This is an optimization exercise on Yosys and OpenROAD, whose aim is small area, a short achievable clock period and few clock cycles per item, not a production implementation.
Function was checked by simulation only, so behaviour that the tests miss may differ from the original.

==> flow/design.v (outline; a module is shown in full before it is edited, if it fits) <==
// module aurora_xu: 363 lines
// module xu_alu: 55 lines
// module xu_mul: 29 lines
// module xu_mul_tree: 1978 lines
// module xu_fpu: 130 lines
// module xu_fp_round: 42 lines
module aurora_xu (
    input  wire        clk,
    input  wire        rst,           
    input  wire        req_valid,
    output wire        req_ready,
    input  wire [7:0]  req_op,
    input  wire [31:0] req_a,         
    input  wire [31:0] req_b,         
    output reg         rsp_valid,
    output reg  [31:0] rsp_result,
    output reg         rsp_wr,        
    output reg         rsp_flags_we,  
    output reg  [3:0]  rsp_flags,     
    output reg         rsp_fault,     
    output reg         rsp_illegal    
);
  // ...
==> flow/run.sh <==
#!/bin/bash
# synth_recipe.tcl (not shown) runs the flow's synth.tcl, then flattens the netlist and writes it again
# the make line also repeats each setting of config.mk as NAME=value (left out here)
make -C /OpenROAD-flow-scripts/flow DESIGN_CONFIG=/design/flow/config.mk WORK_HOME=/design/flow/orfs CLKGATE_MAP_FILE= SYNTH_SCRIPT=/design/flow/synth_recipe.tcl finish
==> flow/config.mk <==
export PLATFORM = sky130hd
export DESIGN_NAME = aurora_xu
export DESIGN_NICKNAME = aurora_xu
export VERILOG_FILES = /design/flow/design.v
export SDC_FILE = /design/flow/constraint.sdc
export NUM_CORES = 4
export LEC_CHECK = 0
export CAP_MARGIN = 20
export CORE_MARGIN = 2
export CORE_UTILIZATION = 30
export PLACE_DENSITY = 0.4
export SLEW_MARGIN = 20
==> flow/constraint.sdc <==
create_clock -name core_clock -period 24.0 [get_ports {clk}]
set_input_delay 4.8000 -clock core_clock [delete_from_list [all_inputs] [get_ports {clk}]]
set_output_delay 4.8000 -clock core_clock [all_outputs]
set_load 0.01 [all_outputs]
==> flow_summary.json, run 1 <==
{
  "coreArea_um2": 227000,
  "cts.clk_slew.worst_paths_ns": 0.06,
  "vias_per_cell": 6.07,
  "r2r_end": "f_res[4]$_DFFE_PP_",
  "ys_types": 122,
  "endpoint_kind": "flop",
  "min_from": "f_wr$_SDFFCE_PP1P_",
  "outcome": "finished clean",
  "crit_path_end": "f_res[4]$_DFFE_PP_",
  "grt_usage_pct": 33.7,
  "slew-limit-headroom_pct": 11.3,
  "met1Wirelength_um": 175000,
  "synth-xor-area-share_pct": 5.11,
  "final_max_slew_viol_count": 0,
  "syn_inst": 8918,
  "fin_ws_ns": 9.62,
  "antenna_found_initial": 53,
  "post-route-min-period_ns": 14.38,
  "antenna_cells": 16,
  "syn_nets": 9931,
  "first_iter_violations": 9745,
  "cts.sinks": 349,
  "yosys.area_share.simple_pct": 19.2,
  "required_ns": 24.44,
  "yosysMostFrequentCell": "nor2_1",
  "gp_congestion": 1.03,
  "drc": 0,
  "die-area_um2": 232000,
  "cts_root_buf": "clkbuf_16"
}
Testbench counts, summed over its fixed seeds: cycles 24,880, items 16,000.
==> module aurora_xu, before the edit <==
module aurora_xu (
    input  wire        clk,
    input  wire        rst,           
    input  wire        req_valid,
    output wire        req_ready,
    input  wire [7:0]  req_op,
    input  wire [31:0] req_a,         
    input  wire [31:0] req_b,         
    output reg         rsp_valid,
    output reg  [31:0] rsp_result,
    output reg         rsp_wr,        
    output reg         rsp_flags_we,  
    output reg  [3:0]  rsp_flags,     
    output reg         rsp_fault,     
    output reg         rsp_illegal    
);
    localparam [7:0] OP_ADD  = 8'h01, OP_SUB  = 8'h02, OP_MUL  = 8'h03, OP_DIV  = 8'h04,
                     OP_MOD  = 8'h05, OP_AND  = 8'h06, OP_OR   = 8'h07, OP_XOR  = 8'h08,
                     OP_CMP  = 8'h09, OP_TEST = 8'h0A, OP_SLT  = 8'h0B, OP_SLE  = 8'h0C,
                     OP_SEQ  = 8'h0D, OP_SNE  = 8'h0E, OP_MOVE = 8'h11,
                     OP_FADD = 8'h50, OP_FSUB = 8'h51, OP_FMUL = 8'h52, OP_FDIV = 8'h53,
                     OP_FCMP = 8'h54, OP_FCVT = 8'h55, OP_ICVT = 8'h56, OP_FMOV = 8'h57,
                     OP_VADD = 8'h60, OP_VSUB = 8'h61, OP_VMUL = 8'h62, OP_VDOT = 8'h63;
    reg        i_v;
    reg  [7:0] i_op;
    reg [31:0] i_a, i_b;
    reg        x_last;             
    reg  [1:0] xc;                 
    reg  [4:0] ka, kb;             
    reg [47:0] p0;                 
    reg [15:0] v00;                
    reg [31:0] dv_r;               
    reg [33:0] dv_d;               
    reg [31:0] dv_q;               
    reg  [3:0] dv_n;               
    reg        dv_z, dv_t;         
    reg        f_v;
    reg        f_fp;               
    reg        f_slow;             
    reg [31:0] f_res;              
    reg        f_sign, f_zsign, f_st;
    reg signed [9:0] f_e;
    reg        f_wr, f_fwe, f_zn, f_fault, f_ill;
    reg  [3:0] f_fl;               
    wire fin_take = !f_v || !f_slow;
    wire ex_fire  = i_v && x_last && fin_take;
    assign req_ready = !i_v || ex_fire;
    wire accept   = req_valid && req_ready;
    wire req_multi = (req_op == OP_MUL) || (req_op == OP_VMUL) || (req_op == OP_VDOT) ||
                     (req_op == OP_DIV) || (req_op == OP_MOD) ||
                     (req_op == OP_FMUL) || (req_op == OP_FDIV);
    wire is_mul  = (i_op == OP_MUL);
    wire is_vmul = (i_op == OP_VMUL);
    wire is_vdot = (i_op == OP_VDOT);
    wire is_div  = (i_op == OP_DIV) || (i_op == OP_MOD);
    wire is_mod  = (i_op == OP_MOD);
    wire is_fmul = (i_op == OP_FMUL);
    wire is_fdiv = (i_op == OP_FDIV);
    wire is_fadd = (i_op == OP_FADD) || (i_op == OP_FSUB);
    wire is_fcmp = (i_op == OP_FCMP);
    wire is_fcvt = (i_op == OP_FCVT);
    wire is_icvt = (i_op == OP_ICVT);
    wire is_simd = is_vmul || is_vdot;
    wire [31:0] alu_res;
    wire        alu_wr, alu_fwe, alu_c, alu_v;
    xu_alu u_alu (
        .op(i_op), .a(i_a), .b(i_b),
        .result(alu_res), .wr(alu_wr), .flags_we(alu_fwe), .c(alu_c), .v(alu_v)
    );
    wire        add_spec, add_zsign, add_sign, add_slow;
    wire [31:0] add_spec_res, mul_spec_res, div_spec_res, icvt_res;
    wire [27:0] add_sum, cvt_m;
    wire [7:0]  add_e, cvt_e;
    wire        mul_spec, div_spec, cvt_zero, cvt_st;
    wire [3:0]  cmp_flags;
    xu_fpu u_fpu (
        .a(i_a), .b(i_b), .sub(i_op[0]),
        .add_spec(add_spec), .add_spec_res(add_spec_res), .add_sum(add_sum), .add_e(add_e),
        .add_sign(add_sign), .add_zsign(add_zsign), .add_slow(add_slow),
        .mul_spec(mul_spec), .mul_spec_res(mul_spec_res),
        .div_spec(div_spec), .div_spec_res(div_spec_res),
        .cvt_zero(cvt_zero), .cvt_m(cvt_m), .cvt_st(cvt_st), .cvt_e(cvt_e),
        .icvt_res(icvt_res), .cmp_flags(cmp_flags)
    );
    wire        a_sub  = (i_a[30:23] == 8'd0);
    wire        b_sub  = (i_b[30:23] == 8'd0);
    wire        a_norm = a_sub && (i_a[22:0] != 0) && !i_a[22];
    wire        b_norm = b_sub && (i_b[22:0] != 0) && !i_b[22];
    wire        prenorm = a_norm || b_norm;
    wire [23:0] fma = a_sub ? {i_a[22:0], 1'b0} : {1'b1, i_a[22:0]};
    wire [23:0] fmb = b_sub ? {i_b[22:0], 1'b0} : {1'b1, i_b[22:0]};
    wire signed [9:0] fxa = a_sub ? -$signed({5'd0, ka}) : $signed({2'd0, i_a[30:23]});
    wire signed [9:0] fxb = b_sub ? -$signed({5'd0, kb}) : $signed({2'd0, i_b[30:23]});
    wire        prenorm_hold = is_fmul && prenorm;    
    wire signed [9:0] fmul_e = fxa + fxb - 10'sd127;
    wire signed [9:0] fdiv_e = fxa - fxb + 10'sd126;
    wire        pass1  = (xc != 2'd0);
    wire [31:0] mul_a  = is_fmul ? {8'd0, fma} : i_a;
    wire [15:0] mul_b  = is_fmul ? (pass1 ? {8'd0, fmb[23:16]} : fmb[15:0])
                                 : (pass1 ? i_b[31:16] : i_b[15:0]);
    wire [47:0] mul_p;
    xu_mul u_mul (
        .a(mul_a), .b16(mul_b), .simd(is_simd), .hi(pass1),
        .acc(pass1 ? p0[47:16] : 32'd0), .p(mul_p)
    );
    wire [31:0] mul_lo   = {mul_p[15:0], p0[15:0]};
    wire        mul_c    = (mul_p[47:16] != 0);
    wire [31:0] vmul_res = {mul_p[39:32], mul_p[23:16], p0[23:16], p0[7:0]};
    wire [17:0] vdot_sum = {2'd0, v00} + {2'd0, p0[15:0]} + {2'd0, p0[31:16]} + {2'd0, p0[47:32]};
    wire        fmul_st  = (mul_p[3:0] != 0) || (p0[15:0] != 0);
    function [5:0] clz32;
        input [31:0] v;
        reg   [31:0] t;
        reg   [4:0]  n;
        begin
            t = v;
            n[4] = (t[31:16] == 0); if (n[4]) t = {t[15:0], 16'd0};
            n[3] = (t[31:24] == 0); if (n[3]) t = {t[23:0], 8'd0};
            n[2] = (t[31:28] == 0); if (n[2]) t = {t[27:0], 4'd0};
            n[1] = (t[31:30] == 0); if (n[1]) t = {t[29:0], 2'd0};
            n[0] = !t[31];
            clz32 = (v == 0) ? 6'd32 : {1'b0, n};
        end
    endfunction
    wire [5:0] clz_a = clz32(i_a);
    wire [5:0] clz_b = clz32(i_b);
    wire       div_z = (i_b == 32'd0);
    wire       div_t = (clz_a > clz_b);                
    wire [4:0] div_dl = clz_b[4:0] - clz_a[4:0];       
    reg  [5:0] div_sh;                                 
    reg  [3:0] div_cy;
    always @* begin
        div_cy = {1'b0, div_dl / 5'd3} + 4'd1;
        div_sh = {div_cy, 1'b0} + {2'd0, div_cy} - 6'd1;
    end
    reg  [31:0] st_r [0:3];
    reg  [33:0] st_d [0:3];
    reg  [2:0]  st_q;
    reg  [34:0] st_diff;
    integer     s;
    always @* begin
        st_r[0] = dv_r;
        st_d[0] = dv_d;
        for (s = 0; s < 3; s = s + 1) begin
            st_diff = {3'd0, st_r[s]} - {1'b0, st_d[s]};
            st_q[2-s] = !st_diff[34];
            st_r[s+1] = st_diff[34] ? st_r[s] : st_diff[31:0];
            if (is_fdiv) begin
                st_r[s+1] = {st_r[s+1][30:0], 1'b0};
                st_d[s+1] = st_d[s];
            end else begin
                st_d[s+1] = {1'b0, st_d[s][33:1]};
            end
        end
    end
    wire [31:0] dv_q_n = {dv_q[28:0], st_q};
    wire [31:0] dv_r_n = st_r[3];
    wire [31:0] idiv_res = dv_t ? (is_mod ? i_a : 32'd0) : (is_mod ? dv_r_n : dv_q_n);
    reg        x_fp, x_slow, x_sign, x_zsign, x_st;
    reg [31:0] x_res;
    reg signed [9:0] x_e;
    reg        x_wr, x_fwe, x_zn, x_fault, x_ill;
    reg  [3:0] x_fl;
    wire       legal = alu_wr || alu_fwe || is_mul || is_vmul || is_vdot || is_div ||
                       is_fmul || is_fdiv || is_fadd || is_fcmp || is_fcvt || is_icvt;
    always @* begin
        x_fp    = 1'b0;
        x_slow  = 1'b0;
        x_sign  = 1'b0;
        x_zsign = 1'b0;
        x_st    = 1'b0;
        x_e     = 10'sd0;
        x_res   = alu_res;
        x_wr    = 1'b1;
        x_fwe   = 1'b0;
        x_zn    = 1'b1;
        x_fl    = 4'd0;
        x_fault = 1'b0;
        x_ill   = 1'b0;
        if (is_mul) begin
            x_res = mul_lo; x_fwe = 1'b1; x_fl = {2'b00, mul_c, 1'b0};
        end else if (is_vmul) begin
            x_res = vmul_res;
        end else if (is_vdot) begin
            x_res = {14'd0, vdot_sum};
        end else if (is_div) begin
            if (dv_z) begin
                x_res = 32'd0; x_fault = 1'b1;
            end else begin
                x_res = idiv_res; x_fwe = 1'b1;
            end
        end else if (is_fadd) begin
            if (add_spec) begin
                x_res = add_spec_res;
            end else begin
                x_fp = 1'b1; x_res = {4'd0, add_sum}; x_e = $signed({2'd0, add_e});
                x_sign = add_sign; x_zsign = add_zsign; x_slow = add_slow;
            end
        end else if (is_fmul) begin
            if (mul_spec) begin
                x_res = mul_spec_res;
            end else begin
                x_fp = 1'b1; x_res = {4'd0, mul_p[31:4]}; x_e = fmul_e; x_st = fmul_st;
                x_sign = i_a[31] ^ i_b[31]; x_zsign = x_sign; x_slow = (fmul_e < 10'sd1);
            end
        end else if (is_fdiv) begin
            if (div_spec) begin
                x_res = div_spec_res;
            end else begin
                x_fp = 1'b1; x_res = {4'd0, dv_q_n[29:2]}; x_e = fdiv_e;
                x_st = dv_q_n[1] || dv_q_n[0] || (dv_r_n != 0);
                x_sign = i_a[31] ^ i_b[31]; x_zsign = x_sign; x_slow = (fdiv_e < 10'sd1);
            end
        end else if (is_fcvt) begin
            if (cvt_zero) begin
                x_res = 32'd0;
            end else begin
                x_fp = 1'b1; x_res = {4'd0, cvt_m}; x_e = $signed({2'd0, cvt_e}); x_st = cvt_st;
                x_sign = i_a[31]; x_zsign = i_a[31];
            end
        end else if (is_icvt) begin
            x_res = icvt_res;
        end else if (is_fcmp) begin
            x_wr = 1'b0; x_fwe = 1'b1; x_zn = 1'b0; x_fl = cmp_flags;
        end else begin
            x_wr = alu_wr; x_fwe = alu_fwe; x_fl = {2'b00, alu_c, alu_v}; x_ill = !legal;
        end
    end
    wire        r_slow, r_st_n;
    wire [27:0] r_m_n;
    wire signed [9:0] r_e_n;
    wire [31:0] r_bits;
    xu_fp_round u_round (
        .sign(f_sign), .zsign(f_zsign), .e(f_e), .m(f_res[27:0]), .st(f_st),
        .slow(r_slow), .m_n(r_m_n), .e_n(r_e_n), .st_n(r_st_n), .bits(r_bits)
    );
    wire        r2_slow, r2_st_n;
    wire [27:0] r2_m_n;
    wire signed [9:0] r2_e_n;
    wire [31:0] r2_bits;
    xu_fp_round u_round_next (
        .sign(f_sign), .zsign(f_zsign), .e(r_e_n), .m(r_m_n), .st(r_st_n),
        .slow(r2_slow), .m_n(r2_m_n), .e_n(r2_e_n), .st_n(r2_st_n), .bits(r2_bits)
    );
    wire [31:0] fin_res = f_fp ? r_bits : f_res;
    wire [3:0]  fin_fl  = f_zn ? {f_res == 32'd0, f_res[31], f_fl[1:0]} : f_fl;
    always @(posedge clk) begin
        if (rst) begin
            i_v       <= 1'b0;
            f_v       <= 1'b0;
            rsp_valid <= 1'b0;
            x_last    <= 1'b0;
            xc        <= 2'd0;
        end else begin
            rsp_valid <= f_v && !f_slow;
            if (!(f_v && f_slow))
                f_v <= ex_fire;
            if (req_ready) begin
                i_v    <= accept;
                x_last <= !req_multi;
                xc     <= 2'd0;
            end else if (i_v && !x_last) begin
                if (is_mul || is_vmul || is_vdot) begin
                    xc     <= xc + 2'd1;
                    x_last <= !is_vdot || (xc == 2'd1);
                end else if (is_fmul) begin
                    if (!prenorm) begin
                        xc     <= 2'd1;
                        x_last <= 1'b1;
                    end
                end else if (is_fdiv) begin
                    if (xc == 2'd0) begin
                        if (!prenorm) begin
                            xc     <= 2'd1;
                            x_last <= div_spec;
                        end
                    end else begin
                        x_last <= (dv_n == 4'd2);
                    end
                end else begin  
                    if (xc == 2'd0) begin
                        xc     <= 2'd1;
                        x_last <= div_z || div_t || (div_cy == 4'd1);
                    end else begin
                        x_last <= (dv_n == 4'd2);
                    end
                end
            end
        end
        if (f_v && f_slow) begin
            if (r_slow) begin
                f_res[27:0] <= r_m_n;
                f_e         <= r_e_n;
                f_st        <= r_st_n;
                f_slow      <= r2_slow;
            end else begin
                f_slow      <= 1'b0;
            end
        end else if (ex_fire) begin
            f_fp    <= x_fp;
            f_slow  <= x_slow;
            f_res   <= x_res;
            f_sign  <= x_sign;
            f_zsign <= x_zsign;
            f_st    <= x_st;
            f_e     <= x_e;
            f_wr    <= x_wr;
            f_fwe   <= x_fwe;
            f_zn    <= x_zn;
            f_fl    <= x_fl;
            f_fault <= x_fault;
            f_ill   <= x_ill;
        end
        if (f_v && !f_slow) begin
            rsp_result   <= fin_res;
            rsp_wr       <= f_wr;
            rsp_flags_we <= f_fwe;
            rsp_flags    <= fin_fl;
            rsp_fault    <= f_fault;
            rsp_illegal  <= f_ill;
        end
        if (req_ready) begin
            i_op <= req_op;
            i_a  <= req_a;
            i_b  <= req_b;
            ka   <= 5'd0;
            kb   <= 5'd0;
        end else if (i_v && !x_last && (is_fmul || is_fdiv) && xc == 2'd0) begin
            if (a_norm) begin
                i_a[22:0] <= {i_a[21:0], 1'b0};
                ka        <= ka + 5'd1;
            end
            if (b_norm) begin
                i_b[22:0] <= {i_b[21:0], 1'b0};
                kb        <= kb + 5'd1;
            end
        end
        if (i_v && (is_mul || is_vmul || is_vdot || is_fmul) && !x_last && !prenorm_hold)
            p0 <= mul_p;
        if (i_v && is_vdot && xc == 2'd1)
            v00 <= p0[15:0];
        if (i_v && !x_last && xc == 2'd0 && is_div) begin
            dv_z <= div_z;
            dv_t <= div_t;
            dv_r <= i_a;
            dv_d <= {2'd0, i_b} << div_sh;
            dv_q <= 32'd0;
            dv_n <= div_cy;
        end else if (i_v && !x_last && xc == 2'd0 && is_fdiv) begin
            dv_z <= 1'b0;
            dv_t <= 1'b0;
            dv_r <= {8'd0, fma};
            dv_d <= {10'd0, fmb};
            dv_q <= 32'd0;
            dv_n <= 4'd10;
        end else if (i_v && !x_last && xc != 2'd0) begin
            dv_r <= dv_r_n;
            dv_d <= st_d[3];
            dv_q <= dv_q_n;
            dv_n <= dv_n - 4'd1;
        end
    end
endmodule
==> module xu_mul, before the edit <==
module xu_mul (
    input  wire [31:0] a,
    input  wire [15:0] b16,
    input  wire        simd,
    input  wire        hi,         
    input  wire [31:0] acc,
    output wire [47:0] p
);
    wire [31:0] mask_lo = !simd ? 32'hFFFFFFFF : (hi ? 32'h00FF0000 : 32'h000000FF);
    wire [31:0] mask_hi = !simd ? 32'hFFFFFFFF : (hi ? 32'hFF000000 : 32'h0000FF00);
    wire [31:0] a_lo = a & mask_lo;
    wire [31:0] a_hi = a & mask_hi;
    wire [31:0] pp [0:15];
    genvar j;
    generate
        for (j = 0; j < 16; j = j + 1) begin : g_pp
            assign pp[j] = (j < 8 ? a_lo : a_hi) & {32{b16[j]}};
        end
    endgenerate
    wire [47:0] s, c;
    xu_mul_tree u_tree (
        .pp0(pp[0]), .pp1(pp[1]), .pp2(pp[2]), .pp3(pp[3]),
        .pp4(pp[4]), .pp5(pp[5]), .pp6(pp[6]), .pp7(pp[7]),
        .pp8(pp[8]), .pp9(pp[9]), .pp10(pp[10]), .pp11(pp[11]),
        .pp12(pp[12]), .pp13(pp[13]), .pp14(pp[14]), .pp15(pp[15]),
        .acc(acc), .s(s), .c(c)
    );
    assign p = s + c;
endmodule
==> module xu_fpu, before the edit <==
module xu_fpu (
    input  wire [31:0] a,
    input  wire [31:0] b,
    input  wire        sub,           
    output reg         add_spec,      
    output reg  [31:0] add_spec_res,
    output wire [27:0] add_sum,       
    output wire [7:0]  add_e,
    output wire        add_sign,      
    output wire        add_zsign,     
    output wire        add_slow,      
    output reg         mul_spec,
    output reg  [31:0] mul_spec_res,
    output reg         div_spec,
    output reg  [31:0] div_spec_res,
    output wire        cvt_zero,
    output wire [27:0] cvt_m,
    output wire        cvt_st,
    output wire [7:0]  cvt_e,
    output reg  [31:0] icvt_res,
    output reg  [3:0]  cmp_flags
);
    localparam [31:0] QNAN = 32'h7FC00000;
    wire        sa = a[31];
    wire        sb = b[31] ^ sub;
    wire [7:0]  ea = a[30:23];
    wire [7:0]  eb = b[30:23];
    wire [22:0] fa = a[22:0];
    wire [22:0] fb = b[22:0];
    wire a_nan  = (ea == 8'hFF) && (fa != 0);
    wire b_nan  = (eb == 8'hFF) && (fb != 0);
    wire a_inf  = (ea == 8'hFF) && (fa == 0);
    wire b_inf  = (eb == 8'hFF) && (fb == 0);
    wire a_zero = (a[30:0] == 0);
    wire b_zero = (b[30:0] == 0);
    wire [23:0] ma = {ea != 0, fa};
    wire [23:0] mb = {eb != 0, fb};
    wire [7:0]  xa = (ea == 0) ? 8'd1 : ea;
    wire [7:0]  xb = (eb == 0) ? 8'd1 : eb;
    wire        a_ge = a[30:0] >= b[30:0];
    wire [7:0]  dab  = xa - xb;
    wire [7:0]  dba  = xb - xa;
    wire [7:0]  d     = a_ge ? dab : dba;
    wire        big_s = a_ge ? sa : sb;
    wire [7:0]  big_x = a_ge ? xa : xb;
    wire [23:0] big_m = a_ge ? ma : mb;
    wire [23:0] sml_m = a_ge ? mb : ma;
    wire        far   = (d[7:5] != 0) || (d[4:0] > 5'd26);
    wire [26:0] sml_x = {sml_m, 3'b000};
    wire [26:0] y_sh  = far ? 27'd0 : (sml_x >> d[4:0]);
    wire        y_st  = far ? (sml_m != 0) : |(sml_x & ~({27{1'b1}} << d[4:0]));
    wire [26:0] y     = {y_sh[26:1], y_sh[0] | y_st};
    wire [26:0] x     = {big_m, 3'b000};
    wire        eff_sub = sa ^ sb;
    assign add_sum   = eff_sub ? ({1'b0, x} - {1'b0, y}) : ({1'b0, x} + {1'b0, y});
    assign add_e     = big_x;
    assign add_sign  = big_s;
    assign add_zsign = sa & sb;
    assign add_slow  = (add_sum[27:26] == 2'b00);
    always @* begin
        add_spec     = a_nan || b_nan || a_inf || b_inf;
        if (a_nan || b_nan || (a_inf && b_inf && (sa != sb)))
            add_spec_res = QNAN;
        else if (a_inf)
            add_spec_res = {sa, 8'hFF, 23'd0};
        else
            add_spec_res = {sb, 8'hFF, 23'd0};
    end
    wire ms = a[31] ^ b[31];
    always @* begin
        mul_spec = a_nan || b_nan || a_inf || b_inf || a_zero || b_zero;
        if (a_nan || b_nan || (a_inf && b_zero) || (a_zero && b_inf))
            mul_spec_res = QNAN;
        else if (a_inf || b_inf)
            mul_spec_res = {ms, 8'hFF, 23'd0};
        else
            mul_spec_res = {ms, 31'd0};
        div_spec = a_nan || b_nan || a_inf || b_inf || a_zero || b_zero;
        if (a_nan || b_nan || (a_inf && b_inf) || (a_zero && b_zero))
            div_spec_res = QNAN;
        else if (a_inf || b_zero)
            div_spec_res = {ms, 8'hFF, 23'd0};
        else
            div_spec_res = {ms, 31'd0};
    end
    reg lt;
    always @* begin
        if (a_zero && b_zero)
            lt = 1'b0;
        else if (a[31] != b[31])
            lt = a[31];
        else if (!a[31])
            lt = a[30:0] < b[30:0];
        else
            lt = a[30:0] > b[30:0];
        if (a_nan || b_nan)
            cmp_flags = 4'b0010;
        else
            cmp_flags = {(a == b) || (a_zero && b_zero), lt, 2'b00};
    end
    wire [31:0] mag = a[31] ? (~a + 32'd1) : a;
    wire        z4 = (mag[31:16] == 0);
    wire [31:0] n4 = z4 ? {mag[15:0], 16'd0} : mag;
    wire        z3 = (n4[31:24] == 0);
    wire [31:0] n3 = z3 ? {n4[23:0], 8'd0} : n4;
    wire        z2 = (n3[31:28] == 0);
    wire [31:0] n2 = z2 ? {n3[27:0], 4'd0} : n3;
    wire        z1 = (n2[31:30] == 0);
    wire [31:0] n1 = z1 ? {n2[29:0], 2'd0} : n2;
    wire        z0 = !n1[31];
    wire [31:0] n0 = z0 ? {n1[30:0], 1'b0} : n1;
    assign cvt_zero = (a == 32'd0);
    assign cvt_m    = {1'b0, n0[31:5]};
    assign cvt_st   = |n0[4:0];
    assign cvt_e    = 8'd158 - {3'd0, z4, z3, z2, z1, z0};
    reg [31:0] imag;
    always @* begin
        imag = 32'd0;
        if (ea >= 8'd150)
            imag = {8'd0, ma} << (ea - 8'd150);
        else if (ea >= 8'd127)
            imag = {8'd0, ma} >> (8'd150 - ea);
        if (a_nan || ea >= 8'd158)
            icvt_res = 32'h80000000;
        else if (ea < 8'd127)
            icvt_res = 32'd0;
        else
            icvt_res = a[31] ? (~imag + 32'd1) : imag;
    end
endmodule
==> module xu_fp_round, before the edit <==
module xu_fp_round (
    input  wire              sign,
    input  wire              zsign,    
    input  wire signed [9:0] e,
    input  wire [27:0]       m,
    input  wire              st,
    output wire              slow,
    output reg  [27:0]       m_n,
    output reg  signed [9:0] e_n,
    output reg               st_n,
    output reg  [31:0]       bits
);
    wire m_zero     = (m == 28'd0);
    wire need_right = !m_zero && (m[27] ? (e < 10'sd0) : (e < 10'sd1));
    wire need_left  = !m_zero && !m[27] && !m[26] && (e > 10'sd1);
    assign slow = need_right || need_left;
    always @* begin
        if (need_right) begin
            m_n  = {1'b0, m[27:1]};
            st_n = st | m[0];
            e_n  = e + 10'sd1;
        end else begin
            m_n  = {m[26:0], 1'b0};
            st_n = st;
            e_n  = e - 10'sd1;
        end
    end
    wire [26:0]       mant = m[27] ? m[27:1] : m[26:0];
    wire              s2   = m[27] ? (st | m[0]) : st;
    wire signed [9:0] ee   = m[27] ? (e + 10'sd1) : e;
    wire              up   = mant[2] & (mant[1] | mant[0] | s2 | mant[3]);
    wire [24:0]       rnd  = {1'b0, mant[26:3]} + {24'd0, up};
    wire [30:0]       pk   = {1'b0, ee[7:0] - 8'd1, 23'd0} + {7'd0, rnd};
    always @* begin
        if (m_zero)
            bits = {st ? sign : zsign, 31'd0};
        else if (ee > 10'sd254 || (ee == 10'sd254 && rnd[24]))
            bits = {sign, 8'hFF, 23'd0};
        else
            bits = {sign, pk[30:0]};
    end
endmodule
==> run 2: changes to the inputs <==
--- a/flow/design.v
+++ b/flow/design.v
@@ -27,6 +27,7 @@
     reg        x_last;             
     reg  [1:0] xc;                 
     reg  [4:0] ka, kb;             
+    reg [31:0] m_a, m_b;           
     reg [47:0] p0;                 
     reg [15:0] v00;                
     reg [31:0] dv_r;               
@@ -34,6 +35,7 @@
     reg [31:0] dv_q;               
     reg  [3:0] dv_n;               
     reg        dv_z, dv_t;         
+    reg        dv_fd;              
     reg        f_v;
     reg        f_fp;               
     reg        f_slow;             
@@ -46,21 +48,12 @@
     wire ex_fire  = i_v && x_last && fin_take;
     assign req_ready = !i_v || ex_fire;
     wire accept   = req_valid && req_ready;
+    wire req_fsig  = (req_op == OP_FMUL) || (req_op == OP_FDIV);
     wire req_multi = (req_op == OP_MUL) || (req_op == OP_VMUL) || (req_op == OP_VDOT) ||
                      (req_op == OP_DIV) || (req_op == OP_MOD) ||
                      (req_op == OP_FMUL) || (req_op == OP_FDIV);
-    wire is_mul  = (i_op == OP_MUL);
-    wire is_vmul = (i_op == OP_VMUL);
-    wire is_vdot = (i_op == OP_VDOT);
-    wire is_div  = (i_op == OP_DIV) || (i_op == OP_MOD);
-    wire is_mod  = (i_op == OP_MOD);
-    wire is_fmul = (i_op == OP_FMUL);
-    wire is_fdiv = (i_op == OP_FDIV);
-    wire is_fadd = (i_op == OP_FADD) || (i_op == OP_FSUB);
-    wire is_fcmp = (i_op == OP_FCMP);
-    wire is_fcvt = (i_op == OP_FCVT);
-    wire is_icvt = (i_op == OP_ICVT);
-    wire is_simd = is_vmul || is_vdot;
+    reg  is_mul, is_vmul, is_vdot, is_div, is_mod, is_fmul, is_fdiv, is_fadd,
+         is_fcmp, is_fcvt, is_icvt, is_simd, a_sub, b_sub;
     wire [31:0] alu_res;
     wire        alu_wr, alu_fwe, alu_c, alu_v;
     xu_alu u_alu (
@@ -82,29 +75,25 @@
         .cvt_zero(cvt_zero), .cvt_m(cvt_m), .cvt_st(cvt_st), .cvt_e(cvt_e),
         .icvt_res(icvt_res), .cmp_flags(cmp_flags)
     );
-    wire        a_sub  = (i_a[30:23] == 8'd0);
-    wire        b_sub  = (i_b[30:23] == 8'd0);
-    wire        a_norm = a_sub && (i_a[22:0] != 0) && !i_a[22];
-    wire        b_norm = b_sub && (i_b[22:0] != 0) && !i_b[22];
+    wire        a_norm = !m_a[23] && (m_a[22:0] != 0);
+    wire        b_norm = !m_b[23] && (m_b[22:0] != 0);
     wire        prenorm = a_norm || b_norm;
-    wire [23:0] fma = a_sub ? {i_a[22:0], 1'b0} : {1'b1, i_a[22:0]};
-    wire [23:0] fmb = b_sub ? {i_b[22:0], 1'b0} : {1'b1, i_b[22:0]};
-    wire signed [9:0] fxa = a_sub ? -$signed({5'd0, ka}) : $signed({2'd0, i_a[30:23]});
-    wire signed [9:0] fxb = b_sub ? -$signed({5'd0, kb}) : $signed({2'd0, i_b[30:23]});
+    wire signed [9:0] fxa = a_sub ? 10'sd1 - $signed({5'd0, ka}) : $signed({2'd0, i_a[30:23]});
+    wire signed [9:0] fxb = b_sub ? 10'sd1 - $signed({5'd0, kb}) : $signed({2'd0, i_b[30:23]});
     wire        prenorm_hold = is_fmul && prenorm;    
     wire signed [9:0] fmul_e = fxa + fxb - 10'sd127;
     wire signed [9:0] fdiv_e = fxa - fxb + 10'sd126;
     wire        pass1  = (xc != 2'd0);
-    wire [31:0] mul_a  = is_fmul ? {8'd0, fma} : i_a;
-    wire [15:0] mul_b  = is_fmul ? (pass1 ? {8'd0, fmb[23:16]} : fmb[15:0])
-                                 : (pass1 ? i_b[31:16] : i_b[15:0]);
+    wire [31:0] mul_a  = m_a;
+    wire [15:0] mul_b  = pass1 ? m_b[31:16] : m_b[15:0];
     wire [47:0] mul_p;
+    wire        mul_hi_nz;
     xu_mul u_mul (
         .a(mul_a), .b16(mul_b), .simd(is_simd), .hi(pass1),
-        .acc(pass1 ? p0[47:16] : 32'd0), .p(mul_p)
+        .acc(pass1 ? p0[47:16] : 32'd0), .p(mul_p), .hi_nz(mul_hi_nz)
     );
     wire [31:0] mul_lo   = {mul_p[15:0], p0[15:0]};
-    wire        mul_c    = (mul_p[47:16] != 0);
+    wire        mul_c    = mul_hi_nz;
     wire [31:0] vmul_res = {mul_p[39:32], mul_p[23:16], p0[23:16], p0[7:0]};
     wire [17:0] vdot_sum = {2'd0, v00} + {2'd0, p0[15:0]} + {2'd0, p0[31:16]} + {2'd0, p0[47:32]};
     wire        fmul_st  = (mul_p[3:0] != 0) || (p0[15:0] != 0);
@@ -127,34 +116,32 @@
     wire       div_z = (i_b == 32'd0);
     wire       div_t = (clz_a > clz_b);                
     wire [4:0] div_dl = clz_b[4:0] - clz_a[4:0];       
-    reg  [5:0] div_sh;                                 
-    reg  [3:0] div_cy;
-    always @* begin
-        div_cy = {1'b0, div_dl / 5'd3} + 4'd1;
-        div_sh = {div_cy, 1'b0} + {2'd0, div_cy} - 6'd1;
-    end
-    reg  [31:0] st_r [0:3];
-    reg  [33:0] st_d [0:3];
-    reg  [2:0]  st_q;
-    reg  [34:0] st_diff;
-    integer     s;
-    always @* begin
-        st_r[0] = dv_r;
-        st_d[0] = dv_d;
-        for (s = 0; s < 3; s = s + 1) begin
-            st_diff = {3'd0, st_r[s]} - {1'b0, st_d[s]};
-            st_q[2-s] = !st_diff[34];
-            st_r[s+1] = st_diff[34] ? st_r[s] : st_diff[31:0];
-            if (is_fdiv) begin
-                st_r[s+1] = {st_r[s+1][30:0], 1'b0};
-                st_d[s+1] = st_d[s];
-            end else begin
-                st_d[s+1] = {1'b0, st_d[s][33:1]};
-            end
+    wire [6:0] div_dd = {1'b0, clz_b} - {1'b0, clz_a};
+    wire       div_short = div_dd[6] || (div_dd[5:1] == 5'd0);   
+    wire [3:0] div_cy = {1'b0, div_dl[4:1]} + 4'd1;
+    wire [5:0] div_sh = {1'b0, div_dl[4:1], 1'b1};
+    wire [31:0] st_r [0:2];
+    wire [33:0] st_d [0:2];
+    wire [1:0]  st_q;
+    wire [1:0]  st_nz;
+    assign st_r[0] = dv_r;
+    assign st_d[0] = dv_d;
+    genvar g;
+    generate
+        for (g = 0; g < 2; g = g + 1) begin : g_step
+            wire [34:0] df;
+            wire        ge;                      
+            xu_ks #(35) u_sub (.a({3'd0, st_r[g]}), .b(~{1'b0, st_d[g]}), .ci(1'b1),
+                               .s(df), .co(ge));
+            wire [31:0] r1 = ge ? df[31:0] : st_r[g];
+            assign st_nz[g] = ge ? ({2'd0, st_r[g]} != st_d[g]) : (st_r[g] != 32'd0);
+            assign st_q[1-g]  = ge;
+            assign st_r[g+1] = dv_fd ? {r1[30:0], 1'b0} : r1;
+            assign st_d[g+1] = dv_fd ? st_d[g] : {1'b0, st_d[g][33:1]};
         end
-    end
-    wire [31:0] dv_q_n = {dv_q[28:0], st_q};
-    wire [31:0] dv_r_n = st_r[3];
+    endgenerate
+    wire [31:0] dv_q_n = {dv_q[29:0], st_q};
+    wire [31:0] dv_r_n = st_r[2];
     wire [31:0] idiv_res = dv_t ? (is_mod ? i_a : 32'd0) : (is_mod ? dv_r_n : dv_q_n);
     reg        x_fp, x_slow, x_sign, x_zsign, x_st;
     reg [31:0] x_res;
@@ -207,8 +194,8 @@
             if (div_spec) begin
                 x_res = div_spec_res;
             end else begin
-                x_fp = 1'b1; x_res = {4'd0, dv_q_n[29:2]}; x_e = fdiv_e;
-                x_st = dv_q_n[1] || dv_q_n[0] || (dv_r_n != 0);
+                x_fp = 1'b1; x_res = {4'd0, dv_q_n[25:0], 2'b00}; x_e = fdiv_e;
+                x_st = st_nz[1];
                 x_sign = i_a[31] ^ i_b[31]; x_zsign = x_sign; x_slow = (fdiv_e < 10'sd1);
             end
         end else if (is_fcvt) begin
@@ -280,7 +267,7 @@
                 end else begin  
                     if (xc == 2'd0) begin
                         xc     <= 2'd1;
-                        x_last <= div_z || div_t || (div_cy == 4'd1);
+                        x_last <= div_z || div_short;
                     end else begin
                         x_last <= (dv_n == 4'd2);
                     end
@@ -323,15 +310,36 @@
             i_op <= req_op;
             i_a  <= req_a;
             i_b  <= req_b;
+            is_mul  <= (req_op == OP_MUL);
+            is_vmul <= (req_op == OP_VMUL);
+            is_vdot <= (req_op == OP_VDOT);
+            is_div  <= (req_op == OP_DIV) || (req_op == OP_MOD);
+            is_mod  <= (req_op == OP_MOD);
+            is_fmul <= (req_op == OP_FMUL);
+            is_fdiv <= (req_op == OP_FDIV);
+            is_fadd <= (req_op == OP_FADD) || (req_op == OP_FSUB);
+            is_fcmp <= (req_op == OP_FCMP);
+            is_fcvt <= (req_op == OP_FCVT);
+            is_icvt <= (req_op == OP_ICVT);
+            is_simd <= (req_op == OP_VMUL) || (req_op == OP_VDOT);
+            a_sub   <= (req_a[30:23] == 8'd0);
+            b_sub   <= (req_b[30:23] == 8'd0);
             ka   <= 5'd0;
             kb   <= 5'd0;
+            if (req_fsig) begin
+                m_a <= {8'd0, req_a[30:23] != 8'd0, req_a[22:0]};
+                m_b <= {8'd0, req_b[30:23] != 8'd0, req_b[22:0]};
+            end else begin
+                m_a <= req_a;
+                m_b <= req_b;
+            end
         end else if (i_v && !x_last && (is_fmul || is_fdiv) && xc == 2'd0) begin
             if (a_norm) begin
-                i_a[22:0] <= {i_a[21:0], 1'b0};
+                m_a[23:0] <= {m_a[22:0], 1'b0};
                 ka        <= ka + 5'd1;
             end
             if (b_norm) begin
-                i_b[22:0] <= {i_b[21:0], 1'b0};
+                m_b[23:0] <= {m_b[22:0], 1'b0};
                 kb        <= kb + 5'd1;
             end
         end
@@ -342,6 +350,7 @@
         if (i_v && !x_last && xc == 2'd0 && is_div) begin
             dv_z <= div_z;
             dv_t <= div_t;
+            dv_fd <= 1'b0;
             dv_r <= i_a;
             dv_d <= {2'd0, i_b} << div_sh;
             dv_q <= 32'd0;
@@ -349,13 +358,14 @@
         end else if (i_v && !x_last && xc == 2'd0 && is_fdiv) begin
             dv_z <= 1'b0;
             dv_t <= 1'b0;
-            dv_r <= {8'd0, fma};
-            dv_d <= {10'd0, fmb};
+            dv_fd <= 1'b1;
+            dv_r <= {8'd0, m_a[23:0]};
+            dv_d <= {10'd0, m_b[23:0]};
             dv_q <= 32'd0;
-            dv_n <= 4'd10;
+            dv_n <= 4'd13;
         end else if (i_v && !x_last && xc != 2'd0) begin
             dv_r <= dv_r_n;
-            dv_d <= st_d[3];
+            dv_d <= st_d[2];
             dv_q <= dv_q_n;
             dv_n <= dv_n - 4'd1;
         end
@@ -422,7 +432,8 @@
     input  wire        simd,
     input  wire        hi,         
     input  wire [31:0] acc,
-    output wire [47:0] p
+    output wire [47:0] p,
+    output wire        hi_nz       
 );
     wire [31:0] mask_lo = !simd ? 32'hFFFFFFFF : (hi ? 32'h00FF0000 : 32'h000000FF);
     wire [31:0] mask_hi = !simd ? 32'hFFFFFFFF : (hi ? 32'hFF000000 : 32'h0000FF00);
@@ -443,7 +454,38 @@
         .pp12(pp[12]), .pp13(pp[13]), .pp14(pp[14]), .pp15(pp[15]),
         .acc(acc), .s(s), .c(c)
     );
-    assign p = s + c;
+    xu_ks #(48) u_cpa (.a(s), .b(c), .ci(1'b0), .s(p), .co());
+    wire [16:0] lo   = {1'b0, s[15:0]} + {1'b0, c[15:0]};
+    wire [31:0] hx   = s[47:16] ^ c[47:16];
+    wire [31:0] ho   = s[47:16] | c[47:16];
+    assign hi_nz = (hx != {ho[30:0], lo[16]});
+endmodule
+module xu_ks #(parameter W = 32) (
+    input  wire [W-1:0] a,
+    input  wire [W-1:0] b,
+    input  wire         ci,
+    output wire [W-1:0] s,
+    output wire         co
+);
+    reg [W-1:0] g, p, gn, pn;
+    integer i, k;
+    always @* begin
+        g = a & b;
+        p = a ^ b;
+        g[0] = g[0] | (p[0] & ci);
+        for (k = 1; k < W; k = k * 2) begin
+            gn = g;
+            pn = p;
+            for (i = k; i < W; i = i + 1) begin
+                gn[i] = g[i] | (p[i] & g[i-k]);
+                pn[i] = p[i] & p[i-k];
+            end
+            g = gn;
+            p = pn;
+        end
+    end
+    assign s  = (a ^ b) ^ {g[W-2:0], ci};
+    assign co = g[W-1];
 endmodule
 module xu_mul_tree (
     input  wire [31:0] pp0,
@@ -2462,14 +2504,15 @@
     wire [23:0] mb = {eb != 0, fb};
     wire [7:0]  xa = (ea == 0) ? 8'd1 : ea;
     wire [7:0]  xb = (eb == 0) ? 8'd1 : eb;
-    wire        a_ge = a[30:0] >= b[30:0];
+    wire        e_ge = xa >= xb;
     wire [7:0]  dab  = xa - xb;
     wire [7:0]  dba  = xb - xa;
-    wire [7:0]  d     = a_ge ? dab : dba;
-    wire        big_s = a_ge ? sa : sb;
-    wire [7:0]  big_x = a_ge ? xa : xb;
-    wire [23:0] big_m = a_ge ? ma : mb;
-    wire [23:0] sml_m = a_ge ? mb : ma;
+    wire [7:0]  d     = e_ge ? dab : dba;
+    wire        big_s = e_ge ? sa : sb;
+    wire        sml_s = e_ge ? sb : sa;
+    wire [7:0]  big_x = e_ge ? xa : xb;
+    wire [23:0] big_m = e_ge ? ma : mb;
+    wire [23:0] sml_m = e_ge ? mb : ma;
     wire        far   = (d[7:5] != 0) || (d[4:0] > 5'd26);
     wire [26:0] sml_x = {sml_m, 3'b000};
     wire [26:0] y_sh  = far ? 27'd0 : (sml_x >> d[4:0]);
@@ -2477,11 +2520,14 @@
     wire [26:0] y     = {y_sh[26:1], y_sh[0] | y_st};
     wire [26:0] x     = {big_m, 3'b000};
     wire        eff_sub = sa ^ sb;
-    assign add_sum   = eff_sub ? ({1'b0, x} - {1'b0, y}) : ({1'b0, x} + {1'b0, y});
+    wire [27:0] s_main = eff_sub ? ({1'b0, x} - {1'b0, y}) : ({1'b0, x} + {1'b0, y});
+    wire [27:0] s_alt  = {1'b0, y} - {1'b0, x};
+    wire        neg    = eff_sub && s_main[27];
+    assign add_sum   = neg ? s_alt : s_main;
     assign add_e     = big_x;
-    assign add_sign  = big_s;
+    assign add_sign  = neg ? sml_s : big_s;
     assign add_zsign = sa & sb;
-    assign add_slow  = (add_sum[27:26] == 2'b00);
+    assign add_slow  = eff_sub && (d[7:1] == 7'd0) && (big_x != 8'd1);
     always @* begin
         add_spec     = a_nan || b_nan || a_inf || b_inf;
         if (a_nan || b_nan || (a_inf && b_inf && (sa != sb)))
@@ -2523,7 +2569,9 @@
         else
             cmp_flags = {(a == b) || (a_zero && b_zero), lt, 2'b00};
     end
-    wire [31:0] mag = a[31] ? (~a + 32'd1) : a;
+    wire [31:0] neg_a;
+    xu_ks #(32) u_neg (.a(~a), .b(32'd0), .ci(1'b1), .s(neg_a), .co());
+    wire [31:0] mag = a[31] ? neg_a : a;
     wire        z4 = (mag[31:16] == 0);
     wire [31:0] n4 = z4 ? {mag[15:0], 16'd0} : mag;
     wire        z3 = (n4[31:24] == 0);
@@ -2567,7 +2615,7 @@
 );
     wire m_zero     = (m == 28'd0);
     wire need_right = !m_zero && (m[27] ? (e < 10'sd0) : (e < 10'sd1));
-    wire need_left  = !m_zero && !m[27] && !m[26] && (e > 10'sd1);
+    wire need_left  = !m_zero && !m[27] && !m[26] && !m[25] && (e > 10'sd1);
     assign slow = need_right || need_left;
     always @* begin
         if (need_right) begin
@@ -2580,9 +2628,10 @@
             e_n  = e - 10'sd1;
         end
     end
-    wire [26:0]       mant = m[27] ? m[27:1] : m[26:0];
+    wire              lsh  = !m[27] && !m[26] && (e > 10'sd1);    
+    wire [26:0]       mant = m[27] ? m[27:1] : lsh ? {m[25:0], 1'b0} : m[26:0];
     wire              s2   = m[27] ? (st | m[0]) : st;
-    wire signed [9:0] ee   = m[27] ? (e + 10'sd1) : e;
+    wire signed [9:0] ee   = m[27] ? (e + 10'sd1) : lsh ? (e - 10'sd1) : e;
     wire              up   = mant[2] & (mant[1] | mant[0] | s2 | mant[3]);
     wire [24:0]       rnd  = {1'b0, mant[26:3]} + {24'd0, up};
     wire [30:0]       pk   = {1'b0, ee[7:0] - 8'd1, 23'd0} + {7'd0, rnd};
==> flow/flow/run.sh (new file) <==
#!/bin/bash
# Layout flow: the standard ORFS flow (standard.sh) unchanged, with a
# larger setup-slack margin for ORFS's timing repair so that it sizes and
# buffers the critical paths, and more headroom for slew and capacitance
# repair. Clock period, constraints and synthesis are the standard flow's own. The make
# output goes to flow.log in this folder; ORFS writes each step's log under
# orfs/logs/.
set -euo pipefail
bash standard.sh SETUP_SLACK_MARGIN=17 SLEW_MARGIN=30 CAP_MARGIN=30 finish > flow.log 2>&1
==> flow/standard.sh (new file) <==
#!/bin/bash
# synth_recipe.tcl (not shown) runs the flow's synth.tcl, then flattens the netlist and writes it again
# the make line also repeats each setting of config.mk as NAME=value (left out here)
make -C /OpenROAD-flow-scripts/flow DESIGN_CONFIG=/design/flow/config.mk WORK_HOME=/design/flow/orfs CLKGATE_MAP_FILE= SYNTH_SCRIPT=/design/flow/synth_recipe.tcl "${@:-finish}"
removed: flow/run.sh
==> run 2 against run 1 <==
Against the previous run: still clean; via count rose by 3.8%; flip-flop and latch count rose by 80; wire length rose by 6.1%; synthesized cell count fell by 0.85%; hold slack got worse by 0.0028 ns; highest routed layer unchanged.
==> flow_summary.json, run 2 <==
{
  "synth_edf_count": 382,
  "synth_top_area_cell": "edfxtp_1",
  "die-area_um2": 237000,
  "h-tree-depth": 2,
  "top_usage_layer": "met2",
  "yosysMostFrequentCell": "nor2_1",
  "crit_type": "flop to flop",
  "antenna_found_initial": 46,
  "whs_ns": 0.414,
  "die-width_um": 487,
  "reg2regPathDepth": 33,
  "firstDrtPassIters": 6,
  "port_buffers": 116,
  "yosysTopAreaCellShare_pct": 16.4,
  "dieHeight_um": 487,
  "final_max_slew_viol_count": 0,
  "dpl.hpwl_um": 327000,
  "final_layout_size_suffix_gt1_share_pct": 20.2,
  "setup_viol": 0,
  "grt_use_met3_pct": 7.04,
  "cts_root_buf": "clkbuf_16",
  "startpoint": "dv_r[14]$_DFFE_PP_",
  "r2r_end": "f_res[12]$_DFFE_PP_",
  "met1_usage_pct": 46.4,
  "cp_slowest_cell": "a2111o_1",
  "ys_types": 98,
  "cts_buffers": 59,
  "grt_usage_pct": 34.9,
  "cp_slowest_stage_delay_ns": 0.44,
  "use_met2_pct": 53.1,
  "drc": 0,
  "hold_viol": 0,
  "rsz0062_at_grt": "true",
  "n_fill_cell": 24000,
  "clock_latency_ns": 0.76,
  "num_rows": 177,
  "placed_cell_area_um2": 75600,
  "cts_tree": "done",
  "outcome": "finished clean",
  "crit_path_end": "f_res[12]$_DFFE_PP_",
  "clock_skew_ns": 0.0866,
  "slew-limit-headroom_pct": 25.8,
  "netlist_area_um2": 70000,
  "drtAntennaViolNets": 0,
  "tightest_slew_ns": 1.10,
  "required_ns": 24.42,
  "ys_seq_area_share_pct": 17.7,
  "ys.flop_type": "edfxtp_1",
  "cap_violations": 0,
  "async_reset_ff_share_pct": 0,
  "fin_tns_setup_ns": 0,
  "r2r_setup_slack_ns": 16.29,
  "grt_pass1_wl_um": 586000,
  "stdcell_area_um2": 88100,
  "syn2layout_area_growth_pct": 25.9,
  "wirelength_um": 427000,
  "cts.sinks": 429,
  "ys_ff_latch": 429,
  "syn_nets": 9874,
  "synth_commonest_cells": "nor2_1, nand2_1, inv_1",
  "gp_congestion": 1.05,
  "startpoint_type": "flop",
  "vias_per_cell": 6.06,
  "ios": 117,
  "timing.rr.start": "dv_r[14]$_DFFE_PP_",
  "post-route-min-period_ns": 7.71,
  "regMostFlops": "p0",
  "fmax_mhz": 130,
  "place_inst": 11700,
  "endpoint_kind": "flop",
  "register_area_um2": 12400,
  "num_vias": 74500,
  "multi_input_comb_area_um2": 58100,
  "coreArea_um2": 232000,
  "synth-warning-count": 8,
  "start_util_pct": 30.1,
  "final_cell_mix": "nor2_1, nand2_1, inv_1",
  "synthTopCellsByArea": "edfxtp_1, fa_1, ha_1",
  "cts.clk_slew.worst_paths_ns": 0.09,
  "syn_inst": 8842,
  "wl_per_cell_um": 34.7,
  "first_iter_violations": 9208,
  "timing.final.crit_share_pct": 32.1,
  "clk_path_buf_depth": 3,
  "hp-class": "flop to flop",
  "nets": 10200,
  "gr-total-overflow": 0,
  "grt_pass1_vias": 72500,
  "syn_avg_cell_area_um2": 7.91,
  "stdcell_count": 12300,
  "largest_register_ffs": 48,
  "final_common_cell": "nor2_1",
  "grt_max_degree": 75,
  "largestRegisters": "p0 (48), dv_d (34)",
  "cp_max_fo": 6,
  "arrival_ns": 8.13
}
==> run 2: cell count changes after synthesis, moves of 36 or more <==
cell | before | now
edfxtp_1 | 304 | 382
inv_1 | 790 | 846
mux2i_1 | 308 | 250
nand3_1 | 180 | 216
o21ai_0 | 513 | 383
o22ai_1 | 80 | 133
or2_2 | 104 | 32
==> run 2: worst min-delay path by stage <==
stage                     slack, ns  cells past startpoint                      to             startpoint
after global routing           0.39                      0  rsp_flags[1]$_DFFE_PP_      f_fl[1]$_DFFE_PP_
after detailed placement       0.41                      0   rsp_illegal$_DFFE_PP_    f_ill$_SDFFCE_PP0P_
after global placement         0.40                      0  rsp_flags_we$_DFFE_PP_    f_fwe$_SDFFCE_PP1P_
final                          0.41                      0  rsp_flags[1]$_DFFE_PP_      f_fl[1]$_DFFE_PP_
after floorplan                0.40                      0     rsp_fault$_DFFE_PP_  f_fault$_SDFFCE_PP0P_
after CTS                      0.41                      0  rsp_flags[1]$_DFFE_PP_      f_fl[1]$_DFFE_PP_
==> run 2: cell type report <==
class,instances,share of cell area (%)
Timing Repair inverter,3,0.0298
Sequential cell,429,14.1
Antenna cell,12,0.0341
Clock inverter,38,0.497
Multi-Input combinational cell,6974,66.0
Clock buffer,73,1.79
Tap cell,3043,4.32
Inverter,865,3.79
Timing Repair Buffer,856,9.48
==> run 2: kinds of logic (layout without fill, tap and decap cells) <==
| kind of cell | after synthesis | after routing | share of synthesized area (%) |
|---|---|---|---|
| AND/OR/NAND/NOR | 2973 | 2976 | 19.2 |
| other | 0 | 12 | 0 |
| flip-flops | 429 | 429 | 17.7 |
| AO/OA/AOI/OAI | 2274 | 2276 | 21.2 |
| buffers and inverters | 1447 | 1835 | 7.83 |
| multiplexers | 378 | 381 | 6.75 |
| XOR/XNOR | 382 | 382 | 4.78 |
| adder cells (fa/ha/maj) | 959 | 959 | 22.5 |
==> run 2: per-stage QoR <==
step,utilization (%),setup slack (ns)
global placement,32.5,13.43
floorplan,-,16.53
CTS,36.9,16.32
detailed placement,32.5,13.32
global route,37.9,16.13
finish,37.9,16.29
==> run 2: timing repair <==
| action | CTS | global route |
|---|---|---|
| pin swaps | 298 | 189 |
| cloned | 36 | 1 |
| setup buffers | 353 | 109 |
| setup endpoints to repair | 153 | 146 |
| hold buffers | 0 | 0 |
| gates resized for setup | 916 | 310 |
==> run 2: layer usage <==
layer,up-vias,share of wire (%)
met2,4030,43
li1,31800,-
met3,941,8.9
met1,37700,41
met4,32,6.7
met5,-,0.053
==> run 2: worst max-delay path, delay by kind of cell (launching register included) <==
| family | cells | cell delay (ns) |
|---|---|---|
| flops | 1 | 0.43 |
| compound gates | 21 | 4.60 |
| mux | 4 | 0.94 |
| buf+inv | 5 | 0.69 |
| fa+ha+maj | 2 | 0.61 |
| simple gates | 1 | 0.04 |
Testbench counts of run 2, summed over its fixed seeds: cycles 26,511, items 16,000.
==> module xu_alu, before the edit <==
module xu_alu (
    input  wire [7:0]  op,
    input  wire [31:0] a,
    input  wire [31:0] b,
    output reg  [31:0] result,
    output reg         wr,
    output reg         flags_we,
    output reg         c,
    output reg         v
);
    localparam [7:0] OP_ADD  = 8'h01, OP_SUB  = 8'h02, OP_AND  = 8'h06, OP_OR   = 8'h07,
                     OP_XOR  = 8'h08, OP_CMP  = 8'h09, OP_TEST = 8'h0A, OP_SLT  = 8'h0B,
                     OP_SLE  = 8'h0C, OP_SEQ  = 8'h0D, OP_SNE  = 8'h0E, OP_MOVE = 8'h11,
                     OP_FMOV = 8'h57, OP_VADD = 8'h60, OP_VSUB = 8'h61;
    wire [32:0] add_full = {1'b0, a} + {1'b0, b};
    wire [32:0] sub_full = {1'b0, a} - {1'b0, b};
    wire [31:0] diff     = sub_full[31:0];
    wire        borrow   = sub_full[32];
    wire        eq       = (a == b);
    wire        slt      = (a[31] != b[31]) ? a[31] : borrow;
    wire        add_v    = (a[31] ^ add_full[31]) & (b[31] ^ add_full[31]);
    wire        sub_v    = (a[31] ^ b[31]) & (a[31] ^ diff[31]);
    reg  [31:0] vadd, vsub;
    integer     i;
    always @* begin
        for (i = 0; i < 4; i = i + 1) begin
            vadd[8*i +: 8] = a[8*i +: 8] + b[8*i +: 8];
            vsub[8*i +: 8] = a[8*i +: 8] - b[8*i +: 8];
        end
    end
    always @* begin
        result   = 32'd0;
        wr       = 1'b1;
        flags_we = 1'b0;
        c        = 1'b0;
        v        = 1'b0;
        case (op)
            OP_ADD:  begin result = add_full[31:0]; flags_we = 1'b1; c = add_full[32]; v = add_v; end
            OP_SUB:  begin result = diff;  flags_we = 1'b1; c = borrow; v = sub_v; end
            OP_AND:  begin result = a & b; flags_we = 1'b1; end
            OP_OR:   begin result = a | b; flags_we = 1'b1; end
            OP_XOR:  begin result = a ^ b; flags_we = 1'b1; end
            OP_CMP:  begin result = diff;  flags_we = 1'b1; c = borrow; v = sub_v; wr = 1'b0; end
            OP_TEST: begin result = a & b; flags_we = 1'b1; wr = 1'b0; end
            OP_SLT:  result = {31'd0, slt};
            OP_SLE:  result = {31'd0, slt | eq};
            OP_SEQ:  result = {31'd0, eq};
            OP_SNE:  result = {31'd0, !eq};
            OP_MOVE, OP_FMOV: result = a;
            OP_VADD: result = vadd;
            OP_VSUB: result = vsub;
            default: wr = 1'b0;
        endcase
    end
endmodule
==> run 3: changes to the inputs <==
--- a/flow/design.v
+++ b/flow/design.v
@@ -298,14 +298,12 @@
             f_fault <= x_fault;
             f_ill   <= x_ill;
         end
-        if (f_v && !f_slow) begin
-            rsp_result   <= fin_res;
-            rsp_wr       <= f_wr;
-            rsp_flags_we <= f_fwe;
-            rsp_flags    <= fin_fl;
-            rsp_fault    <= f_fault;
-            rsp_illegal  <= f_ill;
-        end
+        rsp_result   <= fin_res;
+        rsp_wr       <= f_wr;
+        rsp_flags_we <= f_fwe;
+        rsp_flags    <= fin_fl;
+        rsp_fault    <= f_fault;
+        rsp_illegal  <= f_ill;
         if (req_ready) begin
             i_op <= req_op;
             i_a  <= req_a;
@@ -385,22 +383,20 @@
                      OP_XOR  = 8'h08, OP_CMP  = 8'h09, OP_TEST = 8'h0A, OP_SLT  = 8'h0B,
                      OP_SLE  = 8'h0C, OP_SEQ  = 8'h0D, OP_SNE  = 8'h0E, OP_MOVE = 8'h11,
                      OP_FMOV = 8'h57, OP_VADD = 8'h60, OP_VSUB = 8'h61;
-    wire [32:0] add_full = {1'b0, a} + {1'b0, b};
-    wire [32:0] sub_full = {1'b0, a} - {1'b0, b};
-    wire [31:0] diff     = sub_full[31:0];
-    wire        borrow   = sub_full[32];
-    wire        eq       = (a == b);
-    wire        slt      = (a[31] != b[31]) ? a[31] : borrow;
-    wire        add_v    = (a[31] ^ add_full[31]) & (b[31] ^ add_full[31]);
-    wire        sub_v    = (a[31] ^ b[31]) & (a[31] ^ diff[31]);
-    reg  [31:0] vadd, vsub;
-    integer     i;
-    always @* begin
-        for (i = 0; i < 4; i = i + 1) begin
-            vadd[8*i +: 8] = a[8*i +: 8] + b[8*i +: 8];
-            vsub[8*i +: 8] = a[8*i +: 8] - b[8*i +: 8];
-        end
-    end
+    wire        sub  = (op != OP_ADD) && (op != OP_VADD);
+    wire        simd = (op == OP_VADD) || (op == OP_VSUB);
+    wire [31:0] bx   = b ^ {32{sub}};
+    wire        sp_a = !simd || sub;
+    wire        sp_b = simd && sub;
+    wire [35:0] sum  = {1'b0, a[31:24], sp_a, a[23:16], sp_a, a[15:8], sp_a, a[7:0]}
+                     + {1'b0, bx[31:24], sp_b, bx[23:16], sp_b, bx[15:8], sp_b, bx[7:0]}
+                     + {35'd0, sub};
+    wire [31:0] r    = {sum[34:27], sum[25:18], sum[16:9], sum[7:0]};
+    wire        cout = sum[35];
+    wire        eq   = (a == b);
+    wire        slt  = (a[31] != b[31]) ? a[31] : !cout;
+    wire        add_v = (a[31] ^ r[31]) & (b[31] ^ r[31]);
+    wire        sub_v = (a[31] ^ b[31]) & (a[31] ^ r[31]);
     always @* begin
         result   = 32'd0;
         wr       = 1'b1;
@@ -408,20 +404,19 @@
         c        = 1'b0;
         v        = 1'b0;
         case (op)
-            OP_ADD:  begin result = add_full[31:0]; flags_we = 1'b1; c = add_full[32]; v = add_v; end
-            OP_SUB:  begin result = diff;  flags_we = 1'b1; c = borrow; v = sub_v; end
+            OP_ADD:  begin result = r; flags_we = 1'b1; c = cout; v = add_v; end
+            OP_SUB:  begin result = r; flags_we = 1'b1; c = !cout; v = sub_v; end
             OP_AND:  begin result = a & b; flags_we = 1'b1; end
             OP_OR:   begin result = a | b; flags_we = 1'b1; end
             OP_XOR:  begin result = a ^ b; flags_we = 1'b1; end
-            OP_CMP:  begin result = diff;  flags_we = 1'b1; c = borrow; v = sub_v; wr = 1'b0; end
+            OP_CMP:  begin result = r; flags_we = 1'b1; c = !cout; v = sub_v; wr = 1'b0; end
             OP_TEST: begin result = a & b; flags_we = 1'b1; wr = 1'b0; end
             OP_SLT:  result = {31'd0, slt};
             OP_SLE:  result = {31'd0, slt | eq};
             OP_SEQ:  result = {31'd0, eq};
             OP_SNE:  result = {31'd0, !eq};
             OP_MOVE, OP_FMOV: result = a;
-            OP_VADD: result = vadd;
-            OP_VSUB: result = vsub;
+            OP_VADD, OP_VSUB: result = r;
             default: wr = 1'b0;
         endcase
     end
@@ -2555,15 +2550,17 @@
             div_spec_res = {ms, 31'd0};
     end
     reg lt;
+    wire mag_lt = a[30:0] < b[30:0];
+    wire mag_eq = a[30:0] == b[30:0];
     always @* begin
         if (a_zero && b_zero)
             lt = 1'b0;
         else if (a[31] != b[31])
             lt = a[31];
         else if (!a[31])
-            lt = a[30:0] < b[30:0];
+            lt = mag_lt;
         else
-            lt = a[30:0] > b[30:0];
+            lt = !mag_lt && !mag_eq;
         if (a_nan || b_nan)
             cmp_flags = 4'b0010;
         else
==> flow/flow/run.sh (replaced) <==
#!/bin/bash
# Layout flow: the standard ORFS flow (standard.sh) unchanged, with a
# larger setup-slack margin for ORFS's timing repair so that it sizes and
# buffers the critical paths, more headroom for slew and capacitance repair,
# and a denser core. Clock period, constraints and synthesis are the standard flow's own.
# The make output goes to flow.log in this folder; ORFS writes each step's
# log under orfs/logs/.
set -euo pipefail
bash standard.sh SETUP_SLACK_MARGIN=16 SLEW_MARGIN=30 CAP_MARGIN=30 \
    CORE_UTILIZATION=50 PLACE_DENSITY=0.65 finish > flow.log 2>&1
==> run 3 against run 2 <==
Against the previous run: still clean; non-clock buffer count shrank 285; die area shrank 41%; first-iteration DRC count is 55% higher; register-to-register slack worse by 0.39 ns; hold slack got worse by 0.059 ns; via count increased by 3.8%; worst setup slack got worse by 0.39 ns; global-route usage rose by 19 points; cell count down 13%; maximum frequency decreased by 4.8%; highest routed layer unchanged.
==> flow_summary.json, run 3 <==
{
  "synthMuxAreaShare_pct": 6.28,
  "yosysTopAreaCellShare_pct": 15.0,
  "nets": 9812,
  "outcome": "finished clean",
  "required_ns": 24.48,
  "fmax_mhz": 124,
  "synth_top_family_by_area": "adder cells",
  "grt_pass1_vias": 71200,
  "n_fill_cell": 12200,
  "clock_skew_ns": 0.0830,
  "netlist_area_um2": 68600,
  "gp_congestion": 1.15,
  "largest_register_ffs": 48,
  "gr-total-overflow": 0,
  "post-route-min-period_ns": 8.09,
  "die-area_um2": 140000,
  "drc": 0,
  "grt_usage_pct": 53.9,
  "h-tree-depth": 2,
  "synth-xor-area-share_pct": 4.83,
  "hold_viol": 0,
  "yosys.area_share.simple_pct": 19.7,
  "timing.rr.start": "i_b[26]$_DFFE_PN_",
  "wirelength_um": 397000,
  "r2r_setup_slack_ns": 15.91,
  "ys_types": 104,
  "startpoint_type": "flop",
  "synthTopCellsByArea": "edfxtp_1, fa_1, ha_1",
  "grt_max_degree": 93,
  "synth_top_area_cell": "edfxtp_1",
  "start_util_pct": 50.5,
  "firstDrtPassIters": 17,
  "crit_path_end": "f_res[25]$_DFFE_PP_",
  "final_cell_mix": "nand2_1, nor2_1, inv_1",
  "cp_slowest_stage_delay_ns": 0.68,
  "syn2layout_area_growth_pct": 14.4,
  "first_iter_violations": 14300,
  "ctsHoldBuffers": 0,
  "dpl.hpwl_um": 298000,
  "path_buf_inv": 4,
  "ys.flop_type": "edfxtp_1",
  "final_common_cell": "nand2_1",
  "timing.final.crit_share_pct": 33.7,
  "synth_edf_count": 342,
  "regMostFlops": "p0",
  "ys_seq_area_share_pct": 17.5,
  "cts_buffers": 53,
  "yosysMostFrequentCell": "nand2_1",
  "coreArea_um2": 136000,
  "final_max_slew_viol_count": 0,
  "drtAntennaViolNets": 0,
  "cp_slowest_cell": "edfxtp_1",
  "synth_commonest_cells": "nand2_1, nor2_1, inv_1",
  "startpoint": "i_b[26]$_DFFE_PN_",
  "crit_type": "flop to flop",
  "cts_tree": "done",
  "ios": 117,
  "arrival_ns": 8.58,
  "syn_inst": 8724,
  "vias_per_cell": 7.26,
  "clk_path_buf_depth": 3,
  "num_rows": 135,
  "cp_max_fo": 33,
  "hp-class": "flop to flop"
}
==> run 3: changes by cell type in the layout (fill, tap and decap cells not counted), sizes merged, moves of 19 or more <==
cell / previous run / this run
a21oi: 685 / 664
o31ai: 69 / 50
o311ai: 27 / 8
a31oi: 113 / 84
nor2: 990 / 941
diode: 12 / 43
o21ai: 387 / 439
a221o: 32 / 12
or2: 34 / 55
edfxtp: 382 / 342
a22oi: 50 / 70
buf: 726 / 434
dfxtp: 47 / 87
==> run 3: what timing repair did <==
action                                  in CTS  in global routing
cloned                                      14                 11
resized for setup                          267                237
endpoints found under the setup margin      94                 93
pin swaps                                   44                 93
setup buffers                               72                111
==> run 3: layout make-up <==
class	count	area, um^2	area share [%]
diodes	43	108	0.137
clock buffers	65	1430	1.83
clock inverters	34	447	0.570
inverters	850	3240	4.13
multi-input cells	6881	53400	68.1
flip-flops and latches	429	12000	15.3
well taps	1781	2230	2.84
repair buffers	571	5530	7.06
==> run 3: worst min path at each step <==
stage	slack (ns)	endpoint	cells after the start	startpoint
CTS	0.35	rsp_flags[1]$_DFF_P_	0	f_fl[1]$_DFFE_PP_
floorplan	0.32	rsp_fault$_DFF_P_	0	f_fault$_SDFFCE_PP0P_
global placement	0.34	rsp_wr$_DFF_P_	0	f_wr$_SDFFCE_PP1P_
detailed placement	0.33	rsp_wr$_DFF_P_	0	f_wr$_SDFFCE_PP1P_
finish	0.35	rsp_flags[1]$_DFF_P_	0	f_fl[1]$_DFFE_PP_
global route	0.36	rsp_flags[1]$_DFF_P_	0	f_fl[1]$_DFFE_PP_
==> run 3: layer usage <==
metal  up-vias  part of all wire (%)  GRT usage (%)
met5         -                  0.20          0.515
met4        54                    11           41.5
met3      2219                    18           29.5
met2      7544                    37           70.4
met1     36800                    34           65.1
li1      30700                     -              -
==> run 3: per-stage QoR <==
| step | setup slack (ns) | instance area [um^2] | hold slack [ns] | std cells | util, % |
|---|---|---|---|---|---|
| finish | 15.91 | 78400 | 0.354 | 10700 | 57.7 |
| global route | 15.81 | 78300 | 0.357 | 10600 | 57.7 |
| CTS | 15.98 | 76100 | 0.353 | 10500 | 56.0 |
| detailed placement | 13.43 | 72000 | 0.330 | 10300 | 53.0 |
| global placement | 13.74 | 71900 | 0.339 | 10300 | 52.9 |
| floorplan | 16.00 | 68800 | 0.323 | 8724 | - |
==> run 3: logic make-up (layout without fill, tap and decap cells) <==
logic type	count (synthesis)	count (layout)
compound gates	2240	2240
xor+xnor	378	378
simple gates	2954	2957
mux	352	354
fa+ha+maj	952	952
flops	429	429
buf+inv	1419	1520
other cells	0	43
Testbench counts of run 3, summed over its fixed seeds: cycles 26,511, items 16,000.

## afterwards: timing with drivers on the ports
The results above use ideal ports. As a check the final layouts listed here were re-extracted and re-timed, cells and wires unchanged.
Step 1, drivers: a clkbuf_16 drives clk and a buf_2 each remaining input, both assumed.
Step 2 also shifts input and output timing later by t, the mid clock arrival at the registers, as if the neighbouring blocks saw the same clock.
Slacks: ideal / step 1 / step 2; pairs: ideal / step 1.
| run | t (ns) | setup slack, ns | worst setup path after step 2 |
|---|---|---|---|
| run 1 | 0.817 | 9.618 / 9.618 / 9.618 | register to register |
| run 2 | 0.812 | 16.292 / 16.292 / 16.292 | register to register |
| run 3 | 0.793 | 15.905 / 15.905 / 15.905 | register to register |
After both steps setup and hold are still met in every run listed.
